Background: an optimization exercise with open tools, aiming at small area, a short achievable clock period and few clock cycles per item. Do not read the settings as production practice.
No run shown here included a check of the RTL's function; only the layout flow was run.
Power and IR drop assume default switching activity.

### flow/run.sh
#!/bin/bash
# ORFS layout with these changes:
#  - synthesis maps the logic with flow/map.abc (structural choices and
#    area-recovering mapping, keeping the XOR network of the RTL) instead of
#    ORFS's delay-first ABC script; everything else in synthesis, including
#    the flip-flop mapping, is synth_recipe.tcl unchanged;
#  - the port buffers are buf_1 cells (buffer_ports otherwise picks
#    clkdlybuf4s50_1 delay cells).
set -euo pipefail
W=$(pwd)
{
  echo "proc abc {args} { set i [lsearch \$args -script]; if {\$i >= 0} { lset args [expr {\$i+1}] $W/flow/map.abc }; yosys abc {*}\$args }"
  cat synth_recipe.tcl
} > flow_synth.tcl
sed "s#SYNTH_SCRIPT=[^ ]*#SYNTH_SCRIPT=$W/flow_synth.tcl#" standard.sh > flow_standard.sh
grep -q "SYNTH_SCRIPT=$W/flow_synth.tcl" flow_standard.sh
export BUFFER_PORTS_ARGS="-buffer_cell sky130_fd_sc_hd__buf_1"
bash flow_standard.sh > standard.log 2>&1
### flow/map.abc
&get -n
&st
&dch
&nf
&put
### standard.sh
#!/bin/bash
# synth_recipe.tcl (not shown) runs the flow's synth.tcl, then flattens the netlist and writes it again
# the make line also repeats each setting of config.mk as NAME=value (left out here)
make -C /OpenROAD-flow-scripts/flow DESIGN_CONFIG=/design/flow/config.mk WORK_HOME=/design/flow/orfs CLKGATE_MAP_FILE= SYNTH_SCRIPT=/design/flow/synth_recipe.tcl "${@:-finish}"
### config.mk
export PLATFORM = sky130hd
export DESIGN_NAME = erf_decoder
export DESIGN_NICKNAME = erf_decoder
export VERILOG_FILES = /design/flow/design.v
export SDC_FILE = /design/flow/constraint.sdc
export NUM_CORES = 4
export LEC_CHECK = 0
export CAP_MARGIN = 20
export CORE_MARGIN = 2
export CORE_UTILIZATION = 60
export CTS_BUF_LIST = sky130_fd_sc_hd__clkbuf_8
export PLACE_DENSITY = 0.7
export SETUP_SLACK_MARGIN = 2.85
export SLEW_MARGIN = 20
export TNS_END_PERCENT = 5
### constraint.sdc
create_clock -name core_clock -period 6.0 [get_ports {clk}]
set_input_delay 1.2000 -clock core_clock [delete_from_list [all_inputs] [get_ports {clk}]]
set_output_delay 1.2000 -clock core_clock [all_outputs]
set_load 0.01 [all_outputs]
### design.v
module erf_decoder (
    input  wire         clk,
    input  wire         rst,
    input  wire         in_valid,
    output wire         in_ready,
    input  wire         in_vreset,
    input  wire         in_en,
    input  wire [119:0] in_pkt,
    output reg          out_valid,
    input  wire         out_ready,
    output wire         out_trigger,
    output wire [4:0]   out_err,
    output reg  [39:0]  out_ts,
    output reg  [1:0]   out_seq,
    output reg  [7:0]   out_sync,
    output reg  [15:0]  out_crc_rx,
    output wire [15:0]  out_crc_calc,
    output reg  [31:0]  out_flags_lo,
    output reg  [5:0]   out_flags_hi,
    output reg  [2:0]   out_grp_r,
    output reg  [2:0]   out_grp_s,
    output reg  [3:0]   out_pkt_err,
    output reg          out_mode,
    output reg  [4:0]   out_aux
);
    wire [15:0]  synd_in;
    wire cx0 = in_pkt[64] ^ in_pkt[92];
    wire cx1 = in_pkt[20] ^ in_pkt[91];
    wire cx2 = in_pkt[35] ^ in_pkt[113];
    wire cx3 = in_pkt[57] ^ in_pkt[118];
    wire cx4 = in_pkt[106] ^ in_pkt[119];
    wire cx5 = in_pkt[44] ^ in_pkt[63];
    wire cx6 = in_pkt[89] ^ in_pkt[111];
    wire cx7 = in_pkt[86] ^ in_pkt[112];
    wire cx8 = in_pkt[43] ^ cx5;
    wire cx9 = in_pkt[88] ^ in_pkt[94];
    wire cx10 = in_pkt[71] ^ cx4;
    wire cx11 = in_pkt[85] ^ cx0;
    wire cx12 = in_pkt[25] ^ in_pkt[105];
    wire cx13 = in_pkt[45] ^ in_pkt[65];
    wire cx14 = in_pkt[23] ^ in_pkt[29];
    wire cx15 = in_pkt[72] ^ cx1;
    wire cx16 = in_pkt[66] ^ in_pkt[87];
    wire cx17 = in_pkt[33] ^ in_pkt[61];
    wire cx18 = in_pkt[16] ^ in_pkt[62];
    wire cx19 = in_pkt[26] ^ in_pkt[27];
    wire cx20 = in_pkt[24] ^ in_pkt[30];
    wire cx21 = in_pkt[19] ^ in_pkt[90];
    wire cx22 = in_pkt[32] ^ in_pkt[107];
    wire cx23 = in_pkt[22] ^ in_pkt[28];
    wire cx24 = in_pkt[60] ^ in_pkt[70];
    wire cx25 = in_pkt[47] ^ cx2;
    wire cx26 = in_pkt[18] ^ in_pkt[83];
    wire cx27 = cx3 ^ cx18;
    wire cx28 = in_pkt[37] ^ cx6;
    wire cx29 = in_pkt[31] ^ in_pkt[104];
    wire cx30 = in_pkt[17] ^ in_pkt[21];
    wire cx31 = in_pkt[93] ^ cx13;
    wire cx32 = in_pkt[82] ^ cx9;
    wire cx33 = in_pkt[41] ^ cx17;
    wire cx34 = in_pkt[84] ^ in_pkt[110];
    wire cx35 = in_pkt[34] ^ cx7;
    wire cx36 = in_pkt[67] ^ cx24;
    wire cx37 = in_pkt[96] ^ in_pkt[99];
    wire cx38 = in_pkt[95] ^ cx19;
    wire cx39 = in_pkt[59] ^ in_pkt[69];
    wire cx40 = in_pkt[49] ^ in_pkt[74];
    wire cx41 = in_pkt[97] ^ in_pkt[115];
    wire cx42 = in_pkt[46] ^ in_pkt[108];
    wire cx43 = in_pkt[40] ^ in_pkt[50];
    wire cx44 = in_pkt[52] ^ cx30;
    wire cx45 = in_pkt[73] ^ in_pkt[100];
    wire cx46 = in_pkt[42] ^ in_pkt[98];
    wire cx47 = in_pkt[117] ^ cx37;
    wire cx48 = in_pkt[48] ^ in_pkt[68];
    wire cx49 = in_pkt[116] ^ cx12;
    wire cx50 = in_pkt[102] ^ cx23;
    wire cx51 = in_pkt[39] ^ in_pkt[101];
    wire cx52 = cx14 ^ cx21;
    wire cx53 = cx22 ^ cx34;
    wire cx54 = cx16 ^ cx25;
    wire cx55 = in_pkt[38] ^ in_pkt[81];
    wire cx56 = cx8 ^ cx11;
    wire cx57 = in_pkt[36] ^ in_pkt[114];
    wire cx58 = in_pkt[51] ^ in_pkt[76];
    wire cx59 = cx15 ^ cx20;
    wire cx60 = in_pkt[78] ^ cx50;
    wire cx61 = in_pkt[75] ^ in_pkt[109];
    wire cx62 = cx31 ^ cx35;
    wire cx63 = in_pkt[54] ^ in_pkt[103];
    wire cx64 = in_pkt[56] ^ in_pkt[58];
    wire cx65 = cx46 ^ cx55;
    wire cx66 = cx10 ^ cx38;
    wire cx67 = cx27 ^ cx65;
    wire cx68 = cx49 ^ cx52;
    wire cx69 = in_pkt[75] ^ in_pkt[77];
    wire cx70 = cx43 ^ cx69;
    wire cx71 = cx33 ^ cx53;
    wire cx72 = cx40 ^ cx64;
    wire cx73 = cx32 ^ cx44;
    wire cx74 = in_pkt[55] ^ cx29;
    wire cx75 = cx48 ^ cx57;
    wire cx76 = in_pkt[110] ^ cx58;
    wire cx77 = cx56 ^ cx62;
    wire cx78 = cx39 ^ cx45;
    wire cx79 = cx42 ^ cx51;
    wire cx80 = cx41 ^ cx63;
    wire cx81 = cx15 ^ cx28;
    wire cx82 = cx2 ^ cx61;
    wire cx83 = in_pkt[38] ^ cx7;
    wire cx84 = cx66 ^ cx67;
    wire cx85 = cx78 ^ cx83;
    wire cx86 = cx0 ^ cx44;
    wire cx87 = in_pkt[23] ^ in_pkt[105];
    wire cx88 = in_pkt[68] ^ cx26;
    wire cx89 = in_pkt[79] ^ cx10;
    wire cx90 = in_pkt[71] ^ cx29;
    wire cx91 = cx36 ^ cx80;
    wire cx92 = in_pkt[18] ^ in_pkt[92];
    wire cx93 = in_pkt[17] ^ in_pkt[79];
    wire cx94 = in_pkt[29] ^ in_pkt[39];
    wire cx95 = in_pkt[53] ^ in_pkt[99];
    wire cx96 = cx72 ^ cx88;
    wire cx97 = in_pkt[28] ^ in_pkt[80];
    wire cx98 = cx14 ^ cx95;
    wire cx99 = cx47 ^ cx82;
    wire cx100 = in_pkt[58] ^ in_pkt[106];
    wire cx101 = in_pkt[114] ^ cx4;
    wire cx102 = in_pkt[66] ^ in_pkt[69];
    wire cx103 = in_pkt[20] ^ in_pkt[44];
    wire cx104 = in_pkt[35] ^ in_pkt[97];
    wire cx105 = in_pkt[96] ^ in_pkt[116];
    wire cx106 = in_pkt[91] ^ in_pkt[108];
    wire cx107 = in_pkt[16] ^ in_pkt[31];
    wire cx108 = cx6 ^ cx106;
    wire cx109 = in_pkt[32] ^ in_pkt[103];
    wire cx110 = cx40 ^ cx102;
    wire cx111 = in_pkt[74] ^ in_pkt[98];
    wire cx112 = in_pkt[48] ^ in_pkt[90];
    wire cx113 = in_pkt[21] ^ in_pkt[53];
    wire cx114 = cx56 ^ cx60;
    wire cx115 = in_pkt[80] ^ in_pkt[119];
    wire cx116 = cx11 ^ cx70;
    wire cx117 = cx3 ^ cx9;
    wire cx118 = cx85 ^ cx86;
    wire cx119 = cx43 ^ cx112;
    wire cx120 = in_pkt[33] ^ in_pkt[111];
    wire cx121 = cx12 ^ cx120;
    wire cx122 = cx26 ^ cx115;
    wire cx123 = cx32 ^ cx76;
    wire cx124 = cx28 ^ cx75;
    wire cx125 = in_pkt[72] ^ in_pkt[86];
    wire cx126 = in_pkt[19] ^ in_pkt[81];
    wire cx127 = cx20 ^ cx104;
    wire cx128 = cx54 ^ cx124;
    wire cx129 = cx79 ^ cx122;
    wire cx130 = in_pkt[61] ^ in_pkt[67];
    wire cx131 = cx22 ^ cx130;
    wire cx132 = in_pkt[30] ^ in_pkt[63];
    wire cx133 = in_pkt[40] ^ in_pkt[85];
    wire cx134 = cx116 ^ cx129;
    wire cx135 = cx66 ^ cx73;
    wire cx136 = in_pkt[51] ^ in_pkt[113];
    wire cx137 = cx107 ^ cx126;
    wire cx138 = in_pkt[46] ^ cx39;
    wire cx139 = in_pkt[27] ^ in_pkt[36];
    wire cx140 = in_pkt[0] ^ in_pkt[107];
    wire cx141 = cx1 ^ cx41;
    wire cx142 = cx42 ^ cx45;
    wire cx143 = cx57 ^ cx100;
    wire cx144 = cx113 ^ cx140;
    wire cx145 = cx36 ^ cx38;
    wire cx146 = cx76 ^ cx117;
    wire cx147 = cx121 ^ cx137;
    wire cx148 = cx141 ^ cx142;
    wire cx149 = cx143 ^ cx144;
    wire cx150 = cx54 ^ cx145;
    wire cx151 = cx146 ^ cx147;
    wire cx152 = cx148 ^ cx149;
    wire cx153 = cx77 ^ cx150;
    wire cx154 = cx151 ^ cx152;
    wire cx155 = cx153 ^ cx154;
    assign synd_in[0] = ~cx155;
    wire cx156 = in_pkt[1] ^ in_pkt[54];
    wire cx157 = in_pkt[58] ^ in_pkt[59];
    wire cx158 = in_pkt[77] ^ in_pkt[101];
    wire cx159 = in_pkt[109] ^ in_pkt[115];
    wire cx160 = cx0 ^ cx23;
    wire cx161 = cx42 ^ cx103;
    wire cx162 = cx105 ^ cx111;
    wire cx163 = cx156 ^ cx157;
    wire cx164 = cx158 ^ cx159;
    wire cx165 = cx131 ^ cx160;
    wire cx166 = cx161 ^ cx162;
    wire cx167 = cx163 ^ cx164;
    wire cx168 = cx62 ^ cx165;
    wire cx169 = cx166 ^ cx167;
    wire cx170 = cx128 ^ cx135;
    wire cx171 = cx168 ^ cx169;
    wire cx172 = cx170 ^ cx171;
    assign synd_in[1] = ~cx172;
    wire cx173 = in_pkt[2] ^ in_pkt[26];
    wire cx174 = in_pkt[31] ^ in_pkt[34];
    wire cx175 = in_pkt[49] ^ in_pkt[55];
    wire cx176 = in_pkt[70] ^ in_pkt[86];
    wire cx177 = cx26 ^ cx48;
    wire cx178 = cx55 ^ cx58;
    wire cx179 = cx61 ^ cx100;
    wire cx180 = cx173 ^ cx174;
    wire cx181 = cx175 ^ cx176;
    wire cx182 = cx27 ^ cx47;
    wire cx183 = cx78 ^ cx177;
    wire cx184 = cx178 ^ cx179;
    wire cx185 = cx180 ^ cx181;
    wire cx186 = cx68 ^ cx81;
    wire cx187 = cx182 ^ cx183;
    wire cx188 = cx184 ^ cx185;
    wire cx189 = cx114 ^ cx186;
    wire cx190 = cx187 ^ cx188;
    wire cx191 = cx189 ^ cx190;
    assign synd_in[2] = ~cx191;
    wire cx192 = in_pkt[3] ^ in_pkt[50];
    wire cx193 = in_pkt[76] ^ in_pkt[77];
    wire cx194 = in_pkt[82] ^ in_pkt[87];
    wire cx195 = in_pkt[103] ^ in_pkt[117];
    wire cx196 = in_pkt[118] ^ cx1;
    wire cx197 = cx5 ^ cx19;
    wire cx198 = cx24 ^ cx51;
    wire cx199 = cx192 ^ cx193;
    wire cx200 = cx194 ^ cx195;
    wire cx201 = cx31 ^ cx52;
    wire cx202 = cx53 ^ cx72;
    wire cx203 = cx127 ^ cx196;
    wire cx204 = cx197 ^ cx198;
    wire cx205 = cx199 ^ cx200;
    wire cx206 = cx89 ^ cx201;
    wire cx207 = cx202 ^ cx203;
    wire cx208 = cx204 ^ cx205;
    wire cx209 = cx118 ^ cx206;
    wire cx210 = cx207 ^ cx208;
    wire cx211 = cx209 ^ cx210;
    assign synd_in[3] = ~cx211;
    wire cx212 = in_pkt[4] ^ in_pkt[25];
    wire cx213 = in_pkt[59] ^ in_pkt[107];
    wire cx214 = in_pkt[111] ^ cx16;
    wire cx215 = cx17 ^ cx24;
    wire cx216 = cx111 ^ cx113;
    wire cx217 = cx136 ^ cx139;
    wire cx218 = cx212 ^ cx213;
    wire cx219 = cx31 ^ cx90;
    wire cx220 = cx117 ^ cx214;
    wire cx221 = cx215 ^ cx216;
    wire cx222 = cx217 ^ cx218;
    wire cx223 = cx59 ^ cx60;
    wire cx224 = cx219 ^ cx220;
    wire cx225 = cx221 ^ cx222;
    wire cx226 = cx134 ^ cx223;
    wire cx227 = cx224 ^ cx225;
    wire cx228 = cx226 ^ cx227;
    assign synd_in[4] = ~cx228;
    wire cx229 = in_pkt[5] ^ in_pkt[45];
    wire cx230 = in_pkt[52] ^ in_pkt[64];
    wire cx231 = in_pkt[70] ^ in_pkt[87];
    wire cx232 = in_pkt[100] ^ cx133;
    wire cx233 = cx139 ^ cx229;
    wire cx234 = cx230 ^ cx231;
    wire cx235 = cx8 ^ cx27;
    wire cx236 = cx80 ^ cx82;
    wire cx237 = cx98 ^ cx232;
    wire cx238 = cx233 ^ cx234;
    wire cx239 = cx60 ^ cx71;
    wire cx240 = cx81 ^ cx89;
    wire cx241 = cx235 ^ cx236;
    wire cx242 = cx237 ^ cx238;
    wire cx243 = cx239 ^ cx240;
    wire cx244 = cx241 ^ cx242;
    wire cx245 = cx243 ^ cx244;
    assign synd_in[5] = ~cx245;
    wire cx246 = in_pkt[6] ^ in_pkt[37];
    wire cx247 = in_pkt[41] ^ in_pkt[43];
    wire cx248 = in_pkt[51] ^ in_pkt[93];
    wire cx249 = in_pkt[94] ^ in_pkt[101];
    wire cx250 = cx93 ^ cx97;
    wire cx251 = cx246 ^ cx247;
    wire cx252 = cx248 ^ cx249;
    wire cx253 = cx74 ^ cx250;
    wire cx254 = cx251 ^ cx252;
    wire cx255 = cx54 ^ cx59;
    wire cx256 = cx68 ^ cx91;
    wire cx257 = cx253 ^ cx254;
    wire cx258 = cx84 ^ cx255;
    wire cx259 = cx256 ^ cx257;
    wire cx260 = cx258 ^ cx259;
    assign synd_in[6] = cx260;
    wire cx261 = in_pkt[7] ^ in_pkt[73];
    wire cx262 = in_pkt[102] ^ cx64;
    wire cx263 = cx92 ^ cx94;
    wire cx264 = cx97 ^ cx261;
    wire cx265 = cx8 ^ cx47;
    wire cx266 = cx49 ^ cx65;
    wire cx267 = cx74 ^ cx75;
    wire cx268 = cx131 ^ cx262;
    wire cx269 = cx263 ^ cx264;
    wire cx270 = cx59 ^ cx265;
    wire cx271 = cx266 ^ cx267;
    wire cx272 = cx268 ^ cx269;
    wire cx273 = cx135 ^ cx270;
    wire cx274 = cx271 ^ cx272;
    wire cx275 = cx273 ^ cx274;
    assign synd_in[7] = cx275;
    wire cx276 = in_pkt[8] ^ in_pkt[65];
    wire cx277 = cx18 ^ cx23;
    wire cx278 = cx57 ^ cx94;
    wire cx279 = cx109 ^ cx132;
    wire cx280 = cx133 ^ cx276;
    wire cx281 = cx35 ^ cx36;
    wire cx282 = cx47 ^ cx138;
    wire cx283 = cx277 ^ cx278;
    wire cx284 = cx279 ^ cx280;
    wire cx285 = cx54 ^ cx81;
    wire cx286 = cx96 ^ cx123;
    wire cx287 = cx281 ^ cx282;
    wire cx288 = cx283 ^ cx284;
    wire cx289 = cx285 ^ cx286;
    wire cx290 = cx287 ^ cx288;
    wire cx291 = cx289 ^ cx290;
    assign synd_in[8] = cx291;
    wire cx292 = in_pkt[9] ^ in_pkt[83];
    wire cx293 = in_pkt[84] ^ in_pkt[88];
    wire cx294 = in_pkt[95] ^ cx3;
    wire cx295 = cx41 ^ cx132;
    wire cx296 = cx292 ^ cx293;
    wire cx297 = cx33 ^ cx36;
    wire cx298 = cx52 ^ cx70;
    wire cx299 = cx90 ^ cx294;
    wire cx300 = cx295 ^ cx296;
    wire cx301 = cx297 ^ cx298;
    wire cx302 = cx299 ^ cx300;
    wire cx303 = cx118 ^ cx128;
    wire cx304 = cx301 ^ cx302;
    wire cx305 = cx303 ^ cx304;
    assign synd_in[9] = ~cx305;
    wire cx306 = in_pkt[10] ^ in_pkt[21];
    wire cx307 = in_pkt[22] ^ in_pkt[25];
    wire cx308 = in_pkt[45] ^ in_pkt[47];
    wire cx309 = in_pkt[78] ^ in_pkt[94];
    wire cx310 = cx21 ^ cx45;
    wire cx311 = cx48 ^ cx92;
    wire cx312 = cx105 ^ cx125;
    wire cx313 = cx306 ^ cx307;
    wire cx314 = cx308 ^ cx309;
    wire cx315 = cx8 ^ cx28;
    wire cx316 = cx79 ^ cx110;
    wire cx317 = cx127 ^ cx310;
    wire cx318 = cx311 ^ cx312;
    wire cx319 = cx313 ^ cx314;
    wire cx320 = cx71 ^ cx315;
    wire cx321 = cx316 ^ cx317;
    wire cx322 = cx318 ^ cx319;
    wire cx323 = cx84 ^ cx320;
    wire cx324 = cx321 ^ cx322;
    wire cx325 = cx323 ^ cx324;
    assign synd_in[10] = cx325;
    wire cx326 = in_pkt[11] ^ in_pkt[53];
    wire cx327 = in_pkt[60] ^ in_pkt[65];
    wire cx328 = in_pkt[79] ^ in_pkt[92];
    wire cx329 = in_pkt[100] ^ in_pkt[115];
    wire cx330 = cx30 ^ cx51;
    wire cx331 = cx87 ^ cx125;
    wire cx332 = cx326 ^ cx327;
    wire cx333 = cx328 ^ cx329;
    wire cx334 = cx50 ^ cx101;
    wire cx335 = cx110 ^ cx119;
    wire cx336 = cx330 ^ cx331;
    wire cx337 = cx332 ^ cx333;
    wire cx338 = cx67 ^ cx99;
    wire cx339 = cx123 ^ cx334;
    wire cx340 = cx335 ^ cx336;
    wire cx341 = cx337 ^ cx338;
    wire cx342 = cx339 ^ cx340;
    wire cx343 = cx341 ^ cx342;
    assign synd_in[11] = cx343;
    wire cx344 = in_pkt[12] ^ in_pkt[22];
    wire cx345 = in_pkt[24] ^ in_pkt[49];
    wire cx346 = in_pkt[57] ^ in_pkt[60];
    wire cx347 = in_pkt[89] ^ in_pkt[102];
    wire cx348 = cx13 ^ cx19;
    wire cx349 = cx63 ^ cx103;
    wire cx350 = cx344 ^ cx345;
    wire cx351 = cx346 ^ cx347;
    wire cx352 = cx25 ^ cx33;
    wire cx353 = cx35 ^ cx49;
    wire cx354 = cx98 ^ cx137;
    wire cx355 = cx348 ^ cx349;
    wire cx356 = cx350 ^ cx351;
    wire cx357 = cx73 ^ cx352;
    wire cx358 = cx353 ^ cx354;
    wire cx359 = cx355 ^ cx356;
    wire cx360 = cx134 ^ cx357;
    wire cx361 = cx358 ^ cx359;
    wire cx362 = cx360 ^ cx361;
    assign synd_in[12] = cx362;
    wire cx363 = in_pkt[13] ^ in_pkt[17];
    wire cx364 = in_pkt[42] ^ in_pkt[55];
    wire cx365 = in_pkt[73] ^ in_pkt[109];
    wire cx366 = in_pkt[112] ^ in_pkt[117];
    wire cx367 = cx20 ^ cx26;
    wire cx368 = cx29 ^ cx87;
    wire cx369 = cx363 ^ cx364;
    wire cx370 = cx365 ^ cx366;
    wire cx371 = cx27 ^ cx32;
    wire cx372 = cx108 ^ cx119;
    wire cx373 = cx367 ^ cx368;
    wire cx374 = cx369 ^ cx370;
    wire cx375 = cx71 ^ cx91;
    wire cx376 = cx371 ^ cx372;
    wire cx377 = cx373 ^ cx374;
    wire cx378 = cx114 ^ cx375;
    wire cx379 = cx376 ^ cx377;
    wire cx380 = cx378 ^ cx379;
    assign synd_in[13] = ~cx380;
    wire cx381 = in_pkt[14] ^ in_pkt[24];
    wire cx382 = in_pkt[62] ^ in_pkt[95];
    wire cx383 = in_pkt[109] ^ in_pkt[118];
    wire cx384 = cx34 ^ cx46;
    wire cx385 = cx93 ^ cx109;
    wire cx386 = cx136 ^ cx381;
    wire cx387 = cx382 ^ cx383;
    wire cx388 = cx10 ^ cx33;
    wire cx389 = cx74 ^ cx108;
    wire cx390 = cx384 ^ cx385;
    wire cx391 = cx386 ^ cx387;
    wire cx392 = cx68 ^ cx96;
    wire cx393 = cx388 ^ cx389;
    wire cx394 = cx390 ^ cx391;
    wire cx395 = cx77 ^ cx392;
    wire cx396 = cx393 ^ cx394;
    wire cx397 = cx395 ^ cx396;
    assign synd_in[14] = cx397;
    wire cx398 = in_pkt[15] ^ in_pkt[18];
    wire cx399 = in_pkt[26] ^ in_pkt[42];
    wire cx400 = in_pkt[50] ^ in_pkt[52];
    wire cx401 = in_pkt[56] ^ in_pkt[57];
    wire cx402 = in_pkt[62] ^ in_pkt[80];
    wire cx403 = in_pkt[94] ^ in_pkt[104];
    wire cx404 = cx16 ^ cx21;
    wire cx405 = cx398 ^ cx399;
    wire cx406 = cx400 ^ cx401;
    wire cx407 = cx402 ^ cx403;
    wire cx408 = cx53 ^ cx101;
    wire cx409 = cx121 ^ cx138;
    wire cx410 = cx404 ^ cx405;
    wire cx411 = cx406 ^ cx407;
    wire cx412 = cx59 ^ cx99;
    wire cx413 = cx408 ^ cx409;
    wire cx414 = cx410 ^ cx411;
    wire cx415 = cx77 ^ cx412;
    wire cx416 = cx413 ^ cx414;
    wire cx417 = cx415 ^ cx416;
    assign synd_in[15] = cx417;
    wire [3:0]   synd_nz_in = {|synd_in[15:12], |synd_in[11:8], |synd_in[7:4], |synd_in[3:0]};
    wire [39:0] i_ts   = in_pkt[119:80];
    wire [1:0]  i_seq  = in_pkt[25:24];
    wire [7:0]  i_sync = in_pkt[23:16];
    wire [7:0]  b3 = in_pkt[31:24];
    wire [7:0]  b4 = in_pkt[39:32];
    wire [7:0]  b5 = in_pkt[47:40];
    wire [7:0]  b6 = in_pkt[55:48];
    wire [7:0]  b7 = in_pkt[63:56];
    wire [7:0]  b8 = in_pkt[71:64];
    wire [7:0]  b9 = in_pkt[79:72];
    wire [37:0] i_flags = {b9, b8, b7[7:1], b6[5:0], b5[7:3], b4[7:4]};
    wire [135:0] i_res = {i_ts, i_seq, i_sync, in_pkt[15:0], synd_in, i_flags,
                          b5[0], b5[1], b5[2], b6[6], b6[7], b7[0],
                          b4[3:0], b3[7], b3[6:2]};
    reg          c_seq_have;
    reg  [1:0]   c_last_seq;
    reg          c_sync_have;
    reg          c_last_sync;   
    reg  [39:0]  c_last_ts;
    reg          u_seq;    
    reg          u_sync;   
    reg          u_ts;     
    reg          r_trig;
    reg          r_seq_bad;
    reg          r_sync_rep;
    reg          r_sync_bad;
    reg          r_ts_bad;
    reg  [15:0]  r_synd;
    reg  [3:0]   r_synd_nz;
    assign out_crc_calc = r_synd ^ out_crc_rx;
    wire crc_ok = (r_synd_nz == 4'd0);
    assign out_trigger = r_trig & crc_ok;
    assign out_err     = crc_ok ? {r_ts_bad, r_sync_bad, r_sync_rep, r_seq_bad, 1'b0} : 5'h01;
    reg          c_ts_nz;
    reg          r_ts_nz;
    wire         e_seq  = u_seq  & crc_ok;
    wire         e_sync = u_sync & crc_ok;
    wire         e_ts   = u_ts   & crc_ok;
    wire         s_seq_have  = c_seq_have | e_seq;
    wire [1:0]   s_last_seq  = e_seq ? out_seq : c_last_seq;
    wire         s_sync_have = c_sync_have | e_sync;
    wire         s_last_sync = e_sync ? out_sync[0] : c_last_sync;
    wire [39:0]  s_last_ts   = e_ts ? out_ts : c_last_ts;
    wire         s_ts_nz     = e_ts ? r_ts_nz : c_ts_nz;
    assign in_ready = !out_valid || out_ready;
    wire acc     = in_valid && in_ready;
    wire acc_dec = acc && !in_vreset;
    wire clr     = rst || (acc && in_vreset);
    wire hold    = out_valid && !out_ready;
    wire ld      = !hold && in_en;
    wire tc_g0_0 = i_ts[0] & ~s_last_ts[0];
    wire tc_p0_0 = i_ts[0] | ~s_last_ts[0];
    wire tc_g1_0 = i_ts[1] & ~s_last_ts[1];
    wire tc_p1_0 = i_ts[1] | ~s_last_ts[1];
    wire tc_g2_0 = i_ts[2] & ~s_last_ts[2];
    wire tc_p2_0 = i_ts[2] | ~s_last_ts[2];
    wire tc_g3_0 = i_ts[3] & ~s_last_ts[3];
    wire tc_p3_0 = i_ts[3] | ~s_last_ts[3];
    wire tc_g4_0 = i_ts[4] & ~s_last_ts[4];
    wire tc_p4_0 = i_ts[4] | ~s_last_ts[4];
    wire tc_g5_0 = i_ts[5] & ~s_last_ts[5];
    wire tc_p5_0 = i_ts[5] | ~s_last_ts[5];
    wire tc_g6_0 = i_ts[6] & ~s_last_ts[6];
    wire tc_p6_0 = i_ts[6] | ~s_last_ts[6];
    wire tc_g7_0 = i_ts[7] & ~s_last_ts[7];
    wire tc_p7_0 = i_ts[7] | ~s_last_ts[7];
    wire tc_g8_0 = i_ts[8] & ~s_last_ts[8];
    wire tc_p8_0 = i_ts[8] | ~s_last_ts[8];
    wire tc_g9_0 = i_ts[9] & ~s_last_ts[9];
    wire tc_p9_0 = i_ts[9] | ~s_last_ts[9];
    wire tc_g10_0 = i_ts[10] & ~s_last_ts[10];
    wire tc_p10_0 = i_ts[10] | ~s_last_ts[10];
    wire tc_g11_0 = i_ts[11] & ~s_last_ts[11];
    wire tc_p11_0 = i_ts[11] | ~s_last_ts[11];
    wire tc_g12_0 = i_ts[12] & ~s_last_ts[12];
    wire tc_p12_0 = i_ts[12] | ~s_last_ts[12];
    wire tc_g13_0 = i_ts[13] & ~s_last_ts[13];
    wire tc_p13_0 = i_ts[13] | ~s_last_ts[13];
    wire tc_g14_0 = i_ts[14] & ~s_last_ts[14];
    wire tc_p14_0 = i_ts[14] | ~s_last_ts[14];
    wire tc_g15_0 = i_ts[15] & ~s_last_ts[15];
    wire tc_p15_0 = i_ts[15] | ~s_last_ts[15];
    wire tc_g16_0 = i_ts[16] & ~s_last_ts[16];
    wire tc_p16_0 = i_ts[16] | ~s_last_ts[16];
    wire tc_g17_0 = i_ts[17] & ~s_last_ts[17];
    wire tc_p17_0 = i_ts[17] | ~s_last_ts[17];
    wire tc_g18_0 = i_ts[18] & ~s_last_ts[18];
    wire tc_p18_0 = i_ts[18] | ~s_last_ts[18];
    wire tc_g19_0 = i_ts[19] & ~s_last_ts[19];
    wire tc_p19_0 = i_ts[19] | ~s_last_ts[19];
    wire tc_g20_0 = i_ts[20] & ~s_last_ts[20];
    wire tc_p20_0 = i_ts[20] | ~s_last_ts[20];
    wire tc_g21_0 = i_ts[21] & ~s_last_ts[21];
    wire tc_p21_0 = i_ts[21] | ~s_last_ts[21];
    wire tc_g22_0 = i_ts[22] & ~s_last_ts[22];
    wire tc_p22_0 = i_ts[22] | ~s_last_ts[22];
    wire tc_g23_0 = i_ts[23] & ~s_last_ts[23];
    wire tc_p23_0 = i_ts[23] | ~s_last_ts[23];
    wire tc_g24_0 = i_ts[24] & ~s_last_ts[24];
    wire tc_p24_0 = i_ts[24] | ~s_last_ts[24];
    wire tc_g25_0 = i_ts[25] & ~s_last_ts[25];
    wire tc_p25_0 = i_ts[25] | ~s_last_ts[25];
    wire tc_g26_0 = i_ts[26] & ~s_last_ts[26];
    wire tc_p26_0 = i_ts[26] | ~s_last_ts[26];
    wire tc_g27_0 = i_ts[27] & ~s_last_ts[27];
    wire tc_p27_0 = i_ts[27] | ~s_last_ts[27];
    wire tc_g28_0 = i_ts[28] & ~s_last_ts[28];
    wire tc_p28_0 = i_ts[28] | ~s_last_ts[28];
    wire tc_g29_0 = i_ts[29] & ~s_last_ts[29];
    wire tc_p29_0 = i_ts[29] | ~s_last_ts[29];
    wire tc_g30_0 = i_ts[30] & ~s_last_ts[30];
    wire tc_p30_0 = i_ts[30] | ~s_last_ts[30];
    wire tc_g31_0 = i_ts[31] & ~s_last_ts[31];
    wire tc_p31_0 = i_ts[31] | ~s_last_ts[31];
    wire tc_g32_0 = i_ts[32] & ~s_last_ts[32];
    wire tc_p32_0 = i_ts[32] | ~s_last_ts[32];
    wire tc_g33_0 = i_ts[33] & ~s_last_ts[33];
    wire tc_p33_0 = i_ts[33] | ~s_last_ts[33];
    wire tc_g34_0 = i_ts[34] & ~s_last_ts[34];
    wire tc_p34_0 = i_ts[34] | ~s_last_ts[34];
    wire tc_g35_0 = i_ts[35] & ~s_last_ts[35];
    wire tc_p35_0 = i_ts[35] | ~s_last_ts[35];
    wire tc_g36_0 = i_ts[36] & ~s_last_ts[36];
    wire tc_p36_0 = i_ts[36] | ~s_last_ts[36];
    wire tc_g37_0 = i_ts[37] & ~s_last_ts[37];
    wire tc_p37_0 = i_ts[37] | ~s_last_ts[37];
    wire tc_g38_0 = i_ts[38] & ~s_last_ts[38];
    wire tc_p38_0 = i_ts[38] | ~s_last_ts[38];
    wire tc_g39_0 = i_ts[39] & ~s_last_ts[39];
    wire tc_p39_0 = i_ts[39] | ~s_last_ts[39];
    wire tc_g0_1 = tc_g1_0 | (tc_p1_0 & tc_g0_0);
    wire tc_p0_1 = tc_p1_0 & tc_p0_0;
    wire tc_g1_1 = tc_g3_0 | (tc_p3_0 & tc_g2_0);
    wire tc_p1_1 = tc_p3_0 & tc_p2_0;
    wire tc_g2_1 = tc_g5_0 | (tc_p5_0 & tc_g4_0);
    wire tc_p2_1 = tc_p5_0 & tc_p4_0;
    wire tc_g3_1 = tc_g7_0 | (tc_p7_0 & tc_g6_0);
    wire tc_p3_1 = tc_p7_0 & tc_p6_0;
    wire tc_g4_1 = tc_g9_0 | (tc_p9_0 & tc_g8_0);
    wire tc_p4_1 = tc_p9_0 & tc_p8_0;
    wire tc_g5_1 = tc_g11_0 | (tc_p11_0 & tc_g10_0);
    wire tc_p5_1 = tc_p11_0 & tc_p10_0;
    wire tc_g6_1 = tc_g13_0 | (tc_p13_0 & tc_g12_0);
    wire tc_p6_1 = tc_p13_0 & tc_p12_0;
    wire tc_g7_1 = tc_g15_0 | (tc_p15_0 & tc_g14_0);
    wire tc_p7_1 = tc_p15_0 & tc_p14_0;
    wire tc_g8_1 = tc_g17_0 | (tc_p17_0 & tc_g16_0);
    wire tc_p8_1 = tc_p17_0 & tc_p16_0;
    wire tc_g9_1 = tc_g19_0 | (tc_p19_0 & tc_g18_0);
    wire tc_p9_1 = tc_p19_0 & tc_p18_0;
    wire tc_g10_1 = tc_g21_0 | (tc_p21_0 & tc_g20_0);
    wire tc_p10_1 = tc_p21_0 & tc_p20_0;
    wire tc_g11_1 = tc_g23_0 | (tc_p23_0 & tc_g22_0);
    wire tc_p11_1 = tc_p23_0 & tc_p22_0;
    wire tc_g12_1 = tc_g25_0 | (tc_p25_0 & tc_g24_0);
    wire tc_p12_1 = tc_p25_0 & tc_p24_0;
    wire tc_g13_1 = tc_g27_0 | (tc_p27_0 & tc_g26_0);
    wire tc_p13_1 = tc_p27_0 & tc_p26_0;
    wire tc_g14_1 = tc_g29_0 | (tc_p29_0 & tc_g28_0);
    wire tc_p14_1 = tc_p29_0 & tc_p28_0;
    wire tc_g15_1 = tc_g31_0 | (tc_p31_0 & tc_g30_0);
    wire tc_p15_1 = tc_p31_0 & tc_p30_0;
    wire tc_g16_1 = tc_g33_0 | (tc_p33_0 & tc_g32_0);
    wire tc_p16_1 = tc_p33_0 & tc_p32_0;
    wire tc_g17_1 = tc_g35_0 | (tc_p35_0 & tc_g34_0);
    wire tc_p17_1 = tc_p35_0 & tc_p34_0;
    wire tc_g18_1 = tc_g37_0 | (tc_p37_0 & tc_g36_0);
    wire tc_p18_1 = tc_p37_0 & tc_p36_0;
    wire tc_g19_1 = tc_g39_0 | (tc_p39_0 & tc_g38_0);
    wire tc_p19_1 = tc_p39_0 & tc_p38_0;
    wire tc_g0_2 = tc_g1_1 | (tc_p1_1 & tc_g0_1);
    wire tc_p0_2 = tc_p1_1 & tc_p0_1;
    wire tc_g1_2 = tc_g3_1 | (tc_p3_1 & tc_g2_1);
    wire tc_p1_2 = tc_p3_1 & tc_p2_1;
    wire tc_g2_2 = tc_g5_1 | (tc_p5_1 & tc_g4_1);
    wire tc_p2_2 = tc_p5_1 & tc_p4_1;
    wire tc_g3_2 = tc_g7_1 | (tc_p7_1 & tc_g6_1);
    wire tc_p3_2 = tc_p7_1 & tc_p6_1;
    wire tc_g4_2 = tc_g9_1 | (tc_p9_1 & tc_g8_1);
    wire tc_p4_2 = tc_p9_1 & tc_p8_1;
    wire tc_g5_2 = tc_g11_1 | (tc_p11_1 & tc_g10_1);
    wire tc_p5_2 = tc_p11_1 & tc_p10_1;
    wire tc_g6_2 = tc_g13_1 | (tc_p13_1 & tc_g12_1);
    wire tc_p6_2 = tc_p13_1 & tc_p12_1;
    wire tc_g7_2 = tc_g15_1 | (tc_p15_1 & tc_g14_1);
    wire tc_p7_2 = tc_p15_1 & tc_p14_1;
    wire tc_g8_2 = tc_g17_1 | (tc_p17_1 & tc_g16_1);
    wire tc_p8_2 = tc_p17_1 & tc_p16_1;
    wire tc_g9_2 = tc_g19_1 | (tc_p19_1 & tc_g18_1);
    wire tc_p9_2 = tc_p19_1 & tc_p18_1;
    wire tc_g0_3 = tc_g1_2 | (tc_p1_2 & tc_g0_2);
    wire tc_p0_3 = tc_p1_2 & tc_p0_2;
    wire tc_g1_3 = tc_g3_2 | (tc_p3_2 & tc_g2_2);
    wire tc_p1_3 = tc_p3_2 & tc_p2_2;
    wire tc_g2_3 = tc_g5_2 | (tc_p5_2 & tc_g4_2);
    wire tc_p2_3 = tc_p5_2 & tc_p4_2;
    wire tc_g3_3 = tc_g7_2 | (tc_p7_2 & tc_g6_2);
    wire tc_p3_3 = tc_p7_2 & tc_p6_2;
    wire tc_g4_3 = tc_g9_2 | (tc_p9_2 & tc_g8_2);
    wire tc_p4_3 = tc_p9_2 & tc_p8_2;
    wire tc_g0_4 = tc_g1_3 | (tc_p1_3 & tc_g0_3);
    wire tc_p0_4 = tc_p1_3 & tc_p0_3;
    wire tc_g1_4 = tc_g3_3 | (tc_p3_3 & tc_g2_3);
    wire tc_p1_4 = tc_p3_3 & tc_p2_3;
    wire tc_g0_5 = tc_g1_4 | (tc_p1_4 & tc_g0_4);
    wire tc_p0_5 = tc_p1_4 & tc_p0_4;
    wire tc_g0_6 = tc_g4_3 | (tc_p4_3 & tc_g0_5);
    wire ts_gt = tc_g0_6;
    wire sync_bad = !((i_sync == 8'h55) || (i_sync == 8'hAA));
    wire seq_bad_c  = c_seq_have && (i_seq != c_last_seq + 2'd1);
    wire seq_bad_o  = (i_seq != out_seq + 2'd1);
    wire seq_bad    = e_seq ? seq_bad_o : seq_bad_c;
    wire sync_rep_c = c_sync_have && (i_sync[0] == c_last_sync);
    wire sync_rep_o = (i_sync[0] == out_sync[0]);
    wire sync_rep   = e_sync ? sync_rep_o : sync_rep_c;
    wire ts_bad     = s_ts_nz && !ts_gt;
    wire [135:0] res_q = {out_ts, out_seq, out_sync, out_crc_rx, r_synd,
                          out_flags_hi, out_flags_lo, out_grp_r, out_grp_s,
                          out_pkt_err, out_mode, out_aux};
    wire [135:0] res_d = ({136{ld}} & i_res) | ({136{hold}} & res_q);
    wire [9:0] i_flg = {!sync_bad, seq_bad, sync_bad, !sync_bad && sync_rep,
                        !sync_bad && ts_bad, i_ts != 40'd0, synd_nz_in};
    wire [9:0] flg_q = {r_trig, r_seq_bad, r_sync_bad, r_sync_rep, r_ts_bad, r_ts_nz,
                        r_synd_nz};
    wire [9:0] flg_d = ({10{ld}} & i_flg) | ({10{hold}} & flg_q);
    always @(posedge clk) begin
        if (clr) begin
            c_seq_have  <= 1'b0;
            c_last_seq  <= 2'd0;
            c_sync_have <= 1'b0;
            c_last_sync <= 1'b0;
            c_last_ts   <= 40'd0;
            c_ts_nz     <= 1'b0;
        end else begin
            c_seq_have  <= s_seq_have;
            c_last_seq  <= s_last_seq;
            c_sync_have <= s_sync_have;
            c_last_sync <= s_last_sync;
            c_last_ts   <= s_last_ts;
            c_ts_nz     <= s_ts_nz;
        end
        if (rst || !acc_dec) begin
            u_seq  <= 1'b0;
            u_sync <= 1'b0;
            u_ts   <= 1'b0;
        end else begin
            u_seq  <= in_en;
            u_sync <= in_en && !sync_bad;
            u_ts   <= in_en && !sync_bad && !ts_bad;
        end
        if (rst)
            out_valid <= 1'b0;
        else if (acc)
            out_valid <= !in_vreset;
        else if (out_ready)
            out_valid <= 1'b0;
        {r_trig, r_seq_bad, r_sync_bad, r_sync_rep, r_ts_bad, r_ts_nz,
         r_synd_nz} <= flg_d;
        {out_ts, out_seq, out_sync, out_crc_rx, r_synd,
         out_flags_hi, out_flags_lo, out_grp_r, out_grp_s,
         out_pkt_err, out_mode, out_aux} <= res_d;
    end
endmodule
==> results of run 1 <==
==> power by group through the flow <==
stage / logic [W] / clock network (W) / registers (W)
detailed placement: 0.00204 / 0 / 0.00154
finish: 0.00211 / 0.000848 / 0.00151
global placement: 0.00203 / 0 / 0.00153
global route: 0.00224 / 0.000905 / 0.00153
floorplan: 0.00148 / 0 / 0.00155
CTS: 0.00208 / 0.000851 / 0.00151
==> final timing paths <==
check,cells past startpoint,slack (ns),end
max,10,2.71,r_synd_nz[0]
min,2,0.45,r_trig
max reg2reg,13,2.82,u_ts
min reg2reg,2,0.45,r_trig
==> kinds of logic (layout without fill, tap and decap cells) <==
kind of cell,count (synthesis),in the layout,share of synthesized area (%)
multiplexers,43,43,4.087
AND/OR/NAND/NOR,173,175,7.236
flip-flops,196,196,37.26
buffers and inverters,3,324,0.1069
AO/OA/AOI/OAI,206,206,15.35
XOR/XNOR,426,426,35.96
==> per-layer routing <==
| metal | part of all wire, % | up-vias |
|---|---|---|
| met2 | 48 | 393 |
| met4 | 4.1 | 0 |
| met5 | 0 | - |
| met1 | 41 | 4421 |
| met3 | 6.7 | 93 |
| li1 | - | 4290 |
==> registers in the layout, summed over array words and instances (netlist names), 2 cells and up <==
signal	cells
out_aux	5
c_last_ts	40
r_synd_nz	4
c_last_seq	2
out_crc_rx	16
out_flags_hi	6
out_ts	40
out_grp_s	3
r_synd	16
out_grp_r	3
out_sync	8
out_flags_lo	32
out_seq	2
out_pkt_err	4
==> through the flow <==
step           power [W]  worst slack, ns  area (um2)  std cells
5_1_grt         0.004674            2.681       12760       1595
2_1_floorplan   0.003028            1.359       10550       1047
3_5_place_dp    0.003581            1.844       11910       1549
4_1_cts         0.004442            2.771       12620       1589
6_report        0.004469            2.714       12760       1595
3_3_place_gp    0.003565            1.940       11910       1549
==> Yosys cell counts, types with 3 or more instances <==
master,instances
nor2_1,73
clkinv_1,3
o211ai_1,6
dfxtp_1,196
xor2_1,127
a21oi_1,20
o21ai_0,14
xnor2_1,295
a21o_1,4
nand3_1,5
nand2_1,49
nor3_1,12
nand4_1,5
mux2i_1,43
xnor3_1,4
a22oi_1,12
o31ai_1,3
a22o_1,121
nor4_1,14
o22ai_1,11
and2_0,8
==> timing repair <==
action                     CTS  global route
cloned                       3             1
resized for setup           33            14
setup endpoints to repair   20            24
pin swaps                    2             4
buffers inserted             5             5
==> worst max-delay path: stages <==
cell,delay [ns]
buf_1,0.39
xor2_1,0.45
xnor2_2,0.23
xor2_2,0.33
xor2_1,0.21
xnor2_1,0.17
xnor2_1,0.14
nor2_1,0.08
a21oi_1,0.26
nand4_1,0.16
==> cell type report <==
class	instances	area (um2)
Sequential cell	196	3925
Multi-Input combinational cell	850	6883
Clock buffer	17	234.0
Clock inverter	15	166.4
Timing Repair Buffer	289	1257
Fill cell	1368	4478
Tap cell	225	281.5
Inverter	3	11.26
==> impl_metrics.csv, run 1 <==
group,metric,value,unit
yosys,yosys_warnings,1,
route,avgViaCountPerCell,5.766,
timing,worst_pin_slew,0.9109,ns
pwr,p_per_area,350.3,mW/mm2
cells_and_area,antennaDiodeCount,0,
route,dr.pass1.iters,6,
grt,gr-total-overflow,0,
worst_setup_path,arrival,3.62,ns
grt,grt_pass1_vias,8537,
pwr,pwr-share-comb,47.1,%
floorplan,num_rows,48,
status,outcome,"finished clean",
clock_network,clkLatencyLatePin,0.48,ns
clock_network,path_clk_slew,0.10,ns
yosys,synth_top_area_cell,"dfxtp_1",
route,vias,9197,
worst_hold_path,hold_start,"r_trig",
floorplan,dieArea,0.01863,mm2
route,drc_errors,0,
yosys,synth_flop_cell,"dfxtp_1",
pwr,p_sw_share,40.19,%
yosys,avgSynthCellArea,10.06,um2
route,drt-total-wl,33440,um
worst_setup_path,end_kind,"flip-flop",
timing,clock-skew-final,0.01404,ns
grt,antenna_found_initial,0,
yosys,syn_area,0.01053,mm2
timing,fmax,0.3043,GHz
clock_network,cts_hold_buf,0,
clock_network,cts-htree-levels,4,
worst_setup_path,cp_max_fo,7,
cells_and_area,syn_to_final_growth,21.16,%
timing,finalCritPeriodShare,54.76,%
grt,grt_util_all_layers,34.74,%
yosys,synth_nets,1173,
floorplan,start_util,61.09,%
floorplan,dieWidth,136.5,um
grt,grt_max_degree,83,
pwr,peakVddDrop,0.0002167,V
yosys,ys_seq_area_share,37.26,%
grt,grtUsageMet3,6.003,%
floorplan,core_area,0.01724,mm2
route,drtIter0Drc,651,
pwr,p_int,0.002673,W
worst_setup_path,worstSetupPathType,"input port to flip-flop",
cells_and_area,num-nets-final,1483,
cells_and_area,layout_commonest_cell,"xnor2_1",
worst_setup_path,r2r_start,"r_synd_nz[0]",
yosys,synth.area.top_cells,"dfxtp_1, xnor2_1, xor2_1",
yosys,async_flop_share,0,%
cells_and_area,most-common-layout-cells,"xnor2_1, buf_1, dfxtp_1, a22o_1, xor2_1",
clock_network,cts_tree,"built",
worst_setup_path,cp-start-kind,"input port",
route,wl_per_cell,20.96,um
timing,hold_viol_final,0,
timing,hold_ws,0.4520,ns
pwr,p_leak,5.065,nW
clock_network,clockBufferDepth,2,
floorplan,die_h,136.5,um
clock_network,numCtsBuffers,17,
timing,setup_tns,0,ns
worst_setup_path,cp.required,6.33,ns
yosys,synth_top_area_share,37.26,%
yosys,synth_edf_count,0,
placement,place_hpwl,25280,um
run,cap_viol_max_count,0,
cells_and_area,layout-drive-gt1-share,7.007,%
grt,grtUsageMet1,44.41,%
pwr,clkPwrFrac,19.0,%
worst_hold_path,hold_class,"flip-flop to flip-flop",
timing,setup_viol,0,
placement,gp_congestion,0.9743,
grt,busiest_layer,"met2",
placement,place.port_buffers,269,
pwr,seqPwrFrac,33.9,%
timing,drv_slew,0,
timing,rsz0062_at_grt,"true",
clock_network,cts_root_buffer,"clkbuf_8",
cells_and_area,finish.utilization,74.02,%
yosys,ys_types,37,
timing,period_needed,3.286,ns
route,ant_nets,0,
worst_setup_path,crit_start,"in_pkt[91]",
yosys,synth_seq_cells,196,
clock_network,clock-sinks,196,
timing,maxSlewHeadroom,39.27,%
grt,use_met2,57.69,%
floorplan,ios,270,
grt,grt_first_pass_wirelength,48340,um
yosys,netlist_instances,1047,
pwr,p_sw,0.001796,W
==> inputs of run 2 (changes only) <==
--- a/config.mk
+++ b/config.mk
@@ -7,3 +7,3 @@
 export LEC_CHECK = 0
-export CAP_MARGIN = 20
+export CAP_MARGIN = 5
 export CORE_MARGIN = 2
@@ -13,3 +13,3 @@
 export SETUP_SLACK_MARGIN = 2.85
-export SLEW_MARGIN = 20
+export SLEW_MARGIN = 5
 export TNS_END_PERCENT = 5
==> run 2 against run 1 <==
  * Largest power group unchanged
  * Hold slack stayed put
  * Largest cell class unchanged
  * Clock skew stayed put
  * Design area stayed put
  * Power stayed put
  * Area after synthesis stayed put
  * Final cell count stayed put
==> impl_metrics.csv, run 2 <==
group,metric,value,unit
status,outcome,"finished clean",
cells_and_area,most-common-layout-cells,"xnor2_1, buf_1, dfxtp_1, a22o_1, xor2_1",
yosys,synth_edf_count,0,
worst_setup_path,cp.required,6.33,ns
placement,place.port_buffers,269,
clock_network,cts-htree-levels,4,
clock_network,path_clk_slew,0.10,ns
yosys,synth_seq_cells,196,
cells_and_area,num-nets-final,1483,
worst_setup_path,worstSetupPathType,"input port to flip-flop",
grt,grt_max_degree,83,
yosys,synth_top_area_share,37.26,%
route,vias,9197,
pwr,p_leak,5.065,nW
clock_network,cts_tree,"built",
grt,antenna_found_initial,0,
route,wl_per_cell,20.96,um
clock_network,clkLatencyLatePin,0.48,ns
yosys,synth_top_area_cell,"dfxtp_1",
cells_and_area,finish.utilization,74.02,%
yosys,syn_area,0.01053,mm2
floorplan,start_util,61.09,%
route,drtIter0Drc,651,
run,cap_viol_max_count,0,
timing,finalCritPeriodShare,54.76,%
worst_setup_path,cp-start-kind,"input port",
yosys,yosys_warnings,1,
route,drc_errors,0,
grt,grt_util_all_layers,34.74,%
yosys,synth_flop_cell,"dfxtp_1",
route,dr.pass1.iters,6,
yosys,netlist_instances,1047,
cells_and_area,layout-drive-gt1-share,7.007,%
timing,setup_viol,0,
pwr,p_per_area,350.3,mW/mm2
timing,clock-skew-final,0.01404,ns
worst_setup_path,end_kind,"flip-flop",
worst_hold_path,hold_class,"flip-flop to flip-flop",
grt,grt_first_pass_wirelength,48340,um
yosys,synth_nets,1173,
yosys,avgSynthCellArea,10.06,um2
clock_network,clockBufferDepth,2,
yosys,ys_types,37,
floorplan,dieWidth,136.5,um
floorplan,core_area,0.01724,mm2
cells_and_area,layout_commonest_cell,"xnor2_1",
placement,gp_congestion,0.9743,
floorplan,die_h,136.5,um
cells_and_area,fin_cells,1595,
cells_and_area,syn_to_final_growth,21.16,%
timing,setup_tns,0,ns
route,avgViaCountPerCell,5.766,
timing,maxSlewHeadroom,39.27,%
yosys,async_flop_share,0,%
timing,period_needed,3.286,ns
timing,fmax,0.3043,GHz
yosys,synth.area.top_cells,"dfxtp_1, xnor2_1, xor2_1",
clock_network,clock-sinks,196,
floorplan,ios,270,
worst_setup_path,cp_max_fo,7,
timing,worst_pin_slew,0.9109,ns
timing,hold_viol_final,0,
cells_and_area,antennaDiodeCount,0,
placement,dpl.cell_count,1549,
worst_setup_path,arrival,3.62,ns
yosys,ys_seq_area_share,37.26,%
grt,gr-total-overflow,0,
clock_network,numCtsBuffers,17,
placement,dpl_cell_area,0.01191,mm2
floorplan,dieArea,0.01863,mm2
yosys,synth_most_common_cell,"xnor2_1",
cells_and_area,stdcell_area,0.01276,mm2
placement,place_hpwl,25280,um
timing,rsz0062_at_grt,"true",
grt,grt_pass1_vias,8537,
floorplan,num_rows,48,
yosys,synth_commonest_cells,"xnor2_1, dfxtp_1, xor2_1",
pwr,peakVddDrop,0.0002167,V
route,ant_nets,0,
clock_network,cts_root_buffer,"clkbuf_8",
route,drt-total-wl,33440,um
timing,drv_slew,0,
run 2: cell counts after synthesis:
Identical to the previous run, type by type.
run 2: kinds of logic (layout without fill, tap and decap cells):
logic type             after synthesis  after routing  share of synthesized area, %
XOR/XNOR                           426            426                         35.96
AO/OA/AOI/OAI                      206            206                         15.35
flip-flops                         196            196                         37.26
AND/OR/NAND/NOR                    173            175                         7.236
multiplexers                        43             43                         4.087
buffers and inverters                3            324                        0.1069
run 2: report_power, final:
group          switching (W)  total, W  internal [W]
Clock               0.000536  0.000848      0.000312
Sequential         0.0000848   0.00151       0.00143
Combinational        0.00118   0.00211      0.000931
run 2: layout make-up:
| cell class | instances | area (um2) |
|---|---|---|
| clock buffers | 17 | 234.0 |
| clock inverters | 15 | 166.4 |
| fillers | 1368 | 4478 |
| inverters | 3 | 11.26 |
| multi-input cells | 850 | 6883 |
| flip-flops and latches | 196 | 3925 |
| well taps | 225 | 281.5 |
| repair buffers | 289 | 1257 |
run 2: timing repair:
| action | 4_1_cts | 5_1_grt |
|---|---|---|
| cloned | 3 | 1 |
| endpoints found under the hold margin | 0 | 0 |
| resized for setup | 33 | 14 |
| setup buffers | 5 | 5 |
| hold buffers | 0 | 0 |
| pin swaps | 2 | 4 |
| setup endpoints to repair | 20 | 24 |
run 2: worst max-delay path, stage by stage:
cell and delay [ns]:
buf_1 0.39, xor2_1 0.45, xnor2_2 0.23, xor2_2 0.33, xor2_1 0.21, xnor2_1 0.17, xnor2_1 0.14, nor2_1 0.08
a21oi_1 0.26, nand4_1 0.16
run 2: final timing paths:
check	end	depth (start not counted)	slack, ns	start
setup / recovery	r_synd_nz[0]	10	2.71	in_pkt[91]
hold / removal	r_trig	2	0.45	r_trig
setup reg to reg	u_ts	13	2.82	r_synd_nz[0]
hold reg to reg	r_trig	2	0.45	r_trig
run 2: metrics by stage:
stage / hold slack (ns) / setup WS [ns] / power (W)
finish: 0.4520 / 2.714 / 0.004469
global route: 0.4699 / 2.681 / 0.004674
CTS: 0.4531 / 2.771 / 0.004442
detailed placement: 0.4378 / 1.844 / 0.003581
global placement: 0.4268 / 1.940 / 0.003565
floorplan: 0.4161 / 1.359 / 0.003028
run 2: per-layer routing:
layer	wire length [um]	up-vias	GRT usage [%]
met5	0	-	0
met4	1374	0	14.70
met3	2229	93	6.003
met2	16080	393	57.69
met1	13750	4421	44.41
li1	-	4290	-
==> inputs of run 3 (changes only) <==
--- a/config.mk
+++ b/config.mk
@@ -7,3 +7,3 @@
 export LEC_CHECK = 0
-export CAP_MARGIN = 5
+export CAP_MARGIN = 20
 export CORE_MARGIN = 2
@@ -12,4 +12,3 @@
 export PLACE_DENSITY = 0.7
-export SETUP_SLACK_MARGIN = 2.85
-export SLEW_MARGIN = 5
-export TNS_END_PERCENT = 5
+export SETUP_SLACK_MARGIN = 2.75
+export SLEW_MARGIN = 20
==> run 3 against run 2 <==
  * Count of clock-buffer cells in the layout rose by 1
  * Critical path depth shrank 1
  * Sequential share of layout area decreased by 0.081 points
  * Hold slack worse by 0.0037 ns
  * Worst setup slack improved by 0.017 ns
  * Combinational power is essentially flat
  * Critical endpoint is now u_ts
==> impl_metrics.csv, run 3 <==
group,metric,value,unit
status,outcome,"finished clean",
worst_setup_path,slowest_delay,0.53,ns
run,cap_viol_max_count,0,
pwr,pwr-share-comb,46.4,%
yosys,ys_seq_area_share,37.26,%
cells_and_area,stdcell_area,0.01279,mm2
cells_and_area,syn_to_final_growth,21.48,%
yosys,yosys.area_share.adder,0,%
pwr,peakVddDrop,0.0002016,V
grt,antenna_found_initial,0,
yosys,synth.area.mux_share,4.087,%
floorplan,dieWidth,136.5,um
floorplan,dieArea,0.01863,mm2
yosys,async_flop_share,0,%
yosys,yosys.area_share.simple,7.236,%
cells_and_area,layout-drive-gt1-share,7.535,%
clock_network,numCtsBuffers,17,
clock_network,clock-sinks,196,
clock_network,cts_root_buffer,"clkbuf_8",
yosys,synth_most_common_cell,"xnor2_1",
floorplan,start_util,61.09,%
timing,worst_pin_slew,1.045,ns
timing,setup_tns,0,ns
worst_setup_path,cp_slowest_cell,"or4_1",
route,avgViaCountPerCell,5.872,
placement,place.port_buffers,269,
grt,grt_first_pass_wirelength,49410,um
yosys,synth_flop_cell,"dfxtp_1",
yosys,synth.area.top_cells,"dfxtp_1, xnor2_1, xor2_1",
floorplan,num_rows,48,
route,dr.pass1.iters,5,
worst_hold_path,hold_class,"flip-flop to flip-flop",
placement,place_hpwl,25330,um
route,drtIter0Drc,721,
worst_setup_path,end_kind,"flip-flop",
worst_setup_path,crit_family,"simple AND/OR/NAND/NOR gates",
clock_network,cts_tree,"built",
route,drc_errors,0,
placement,gp_congestion,1.057,
worst_setup_path,crit_path_cell_trace,"buf_1 > o22ai_2 > or3_4 > or4_1 > a21oi_2 > o31ai_1 > a2111o_1 > nand3_1 > and2_0",
worst_setup_path,critPathBufInv,1,
grt,grt_util_all_layers,35.79,%
worst_setup_path,reg2reg_setup_slack,2.80,ns
floorplan,core_area,0.01724,mm2
pwr,p_sw_share,39.97,%
yosys,synth-xor-area-share,35.96,%
yosys,synth_top_family_by_area,"XOR/XNOR gates",
timing,rsz0062_at_grt,"false",
grt,gr-total-overflow,0,
yosys,synth_commonest_cells,"xnor2_1, dfxtp_1, xor2_1",
yosys,synth_top_area_cell,"dfxtp_1",
timing,period_needed,3.269,ns
timing,finalCritPeriodShare,54.48,%
route,ant_nets,0,
worst_setup_path,worstSetupPathType,"input port to flip-flop",
timing,drv_slew,0,
cells_and_area,most-common-layout-cells,"xnor2_1, buf_1, dfxtp_1, a22o_1, xor2_1",
clock_network,cts-htree-levels,4,
route,wl_per_cell,21.46,um
yosys,synth_seq_cells,196,
yosys,avgSynthCellArea,10.06,um2
route,vias,9349,
yosys,syn_area,0.01053,mm2
clock_network,clockBufferDepth,2,
yosys,synth-compound-area-share,15.35,%
worst_setup_path,arrival,3.71,ns
pwr,p_leak,5.012,nW
floorplan,ios,270,
pwr,seqPwrFrac,33.4,%
yosys,ys_types,37,
timing,hold_viol_final,0,
pwr,p_per_area,355.2,mW/mm2
timing,setup_viol,0,
clock_network,clkLatencyLatePin,0.50,ns
pwr,p_sw,0.001816,W
route,drt-total-wl,34170,um
pwr,p_int,0.002727,W
pwr,clkPwrFrac,20.1,%
placement,dpl_cell_area,0.01190,mm2
worst_setup_path,cp.required,6.44,ns
cells_and_area,antennaDiodeCount,0,
yosys,synth_nets,1173,
yosys,yosys_warnings,1,
grt,grt_pass1_vias,8599,
clock_network,path_clk_slew,0.11,ns
timing,maxSlewHeadroom,30.32,%
floorplan,die_h,136.5,um
worst_setup_path,cp_max_fo,8,
grt,grt_max_degree,77,
worst_setup_path,cp-start-kind,"input port",
yosys,synth_edf_count,0,
yosys,synth_top_area_share,37.26,%
cells_and_area,layout_commonest_cell,"xnor2_1",
cells_and_area,num-nets-final,1480,
yosys,netlist_instances,1047,
timing,clock-skew-final,0.01829,ns
timing,fmax,0.3059,GHz
-- run 3: repair_timing --
action	in CTS	in global routing
gates resized for setup	19	39
setup endpoints to repair	8	12
hold buffers	0	0
setup buffers	2	6
pin swaps	1	4
cloned	3	1
-- run 3: per-layer routing --
| layer | vias up | wire (um) | track usage, % |
|---|---|---|---|
| met3 | 83 | 2397 | 5.817 |
| met4 | 0 | 1335 | 14.64 |
| li1 | 4285 | - | - |
| met2 | 463 | 16430 | 59.17 |
| met5 | - | 0 | 0 |
| met1 | 4518 | 14010 | 46.39 |
-- run 3: per-stage QoR --
step | hold slack (ns) | worst slack, ns | instances | util [%] | total power [W]
global placement | 0.4316 | 1.982 | 1548 | 69.04 | 0.003568
floorplan | 0.4161 | 1.366 | 1047 | - | 0.003031
finish | 0.4483 | 2.731 | 1592 | 74.22 | 0.004543
detailed placement | 0.4342 | 1.969 | 1548 | 69.04 | 0.003582
CTS | 0.4518 | 2.747 | 1585 | 72.66 | 0.004498
global route | 0.4723 | 2.714 | 1592 | 74.22 | 0.004765
-- run 3: final cells by class --
| cell class | instances | area [um2] |
|---|---|---|
| clock buffers | 18 | 247.7 |
| clock inverters | 14 | 178.9 |
| fillers | 1356 | 4444 |
| inverters | 3 | 11.26 |
| multi-input cells | 850 | 6933 |
| flip-flops and latches | 196 | 3925 |
| well taps | 225 | 281.5 |
| repair buffers | 286 | 1215 |
-- run 3: path summary, 6_finish.rpt --
| kind | startpoint | end | depth (start not counted) |
|---|---|---|---|
| max | in_pkt[95] | u_ts | 9 |
| min | r_trig | r_trig | 2 |
| max reg2reg | r_synd_nz[3] | u_ts | 12 |
| min reg2reg | r_trig | r_trig | 2 |
-- run 3: power groups by stage --
stage                     registers (W)  logic (W)  clock network (W)
final                           0.00152    0.00211           0.000914
after global routing            0.00153    0.00226           0.000971
after CTS                       0.00151    0.00207           0.000920
after detailed placement        0.00154    0.00204                  0
after global placement          0.00154    0.00203                  0
after floorplan                 0.00155    0.00148                  0
-- run 3: logic make-up after synthesis --
family	after synthesis
AND/OR/NAND/NOR	173
multiplexers	43
buffers and inverters	3
flip-flops	196
AO/OA/AOI/OAI	206
XOR/XNOR	426
-- run 3: worst min-delay path, cell delays in order, from the launching register on --
cell and delay [ns]:
dfxtp_1 0.32, nand2_1 0.05, nand2_1 0.04

[separate check: timing with driven ports]
Ports are ideal in the flow. The routed layouts listed here were re-timed in OpenROAD.
Step 1, drivers: a clkbuf_16 drives clk and a buf_2 each remaining input, both assumed.
Step 2 times the ports against the registers' clock, not the clock port: input delays grow and output delays shrink by t, the midpoint of the rising clock arrivals with the driver on.
Slacks: ideal ports / drivers / drivers and shift; pairs: ideal ports / drivers.
run	shift t [ns]	setup slack, ns	latest minus earliest clock arrival (ns)	slew at the worst register clock pin (ns)	worst slew at a driven data input, ns
run 1	0.519	2.714 / 2.734 / 2.215	0.014 / 0.014	0.12 / 0.12	0.04
run 2	0.519	2.714 / 2.734 / 2.215	0.014 / 0.014	0.12 / 0.12	0.04
run 3	0.530	2.731 / 2.747 / 2.217	0.022 / 0.022	0.12 / 0.12	0.04
After both steps setup and hold are still met in every run listed. For run 3, which loses most, drivers alone change the setup slack by +0.016 ns; drivers and shift together by -0.514 ns.
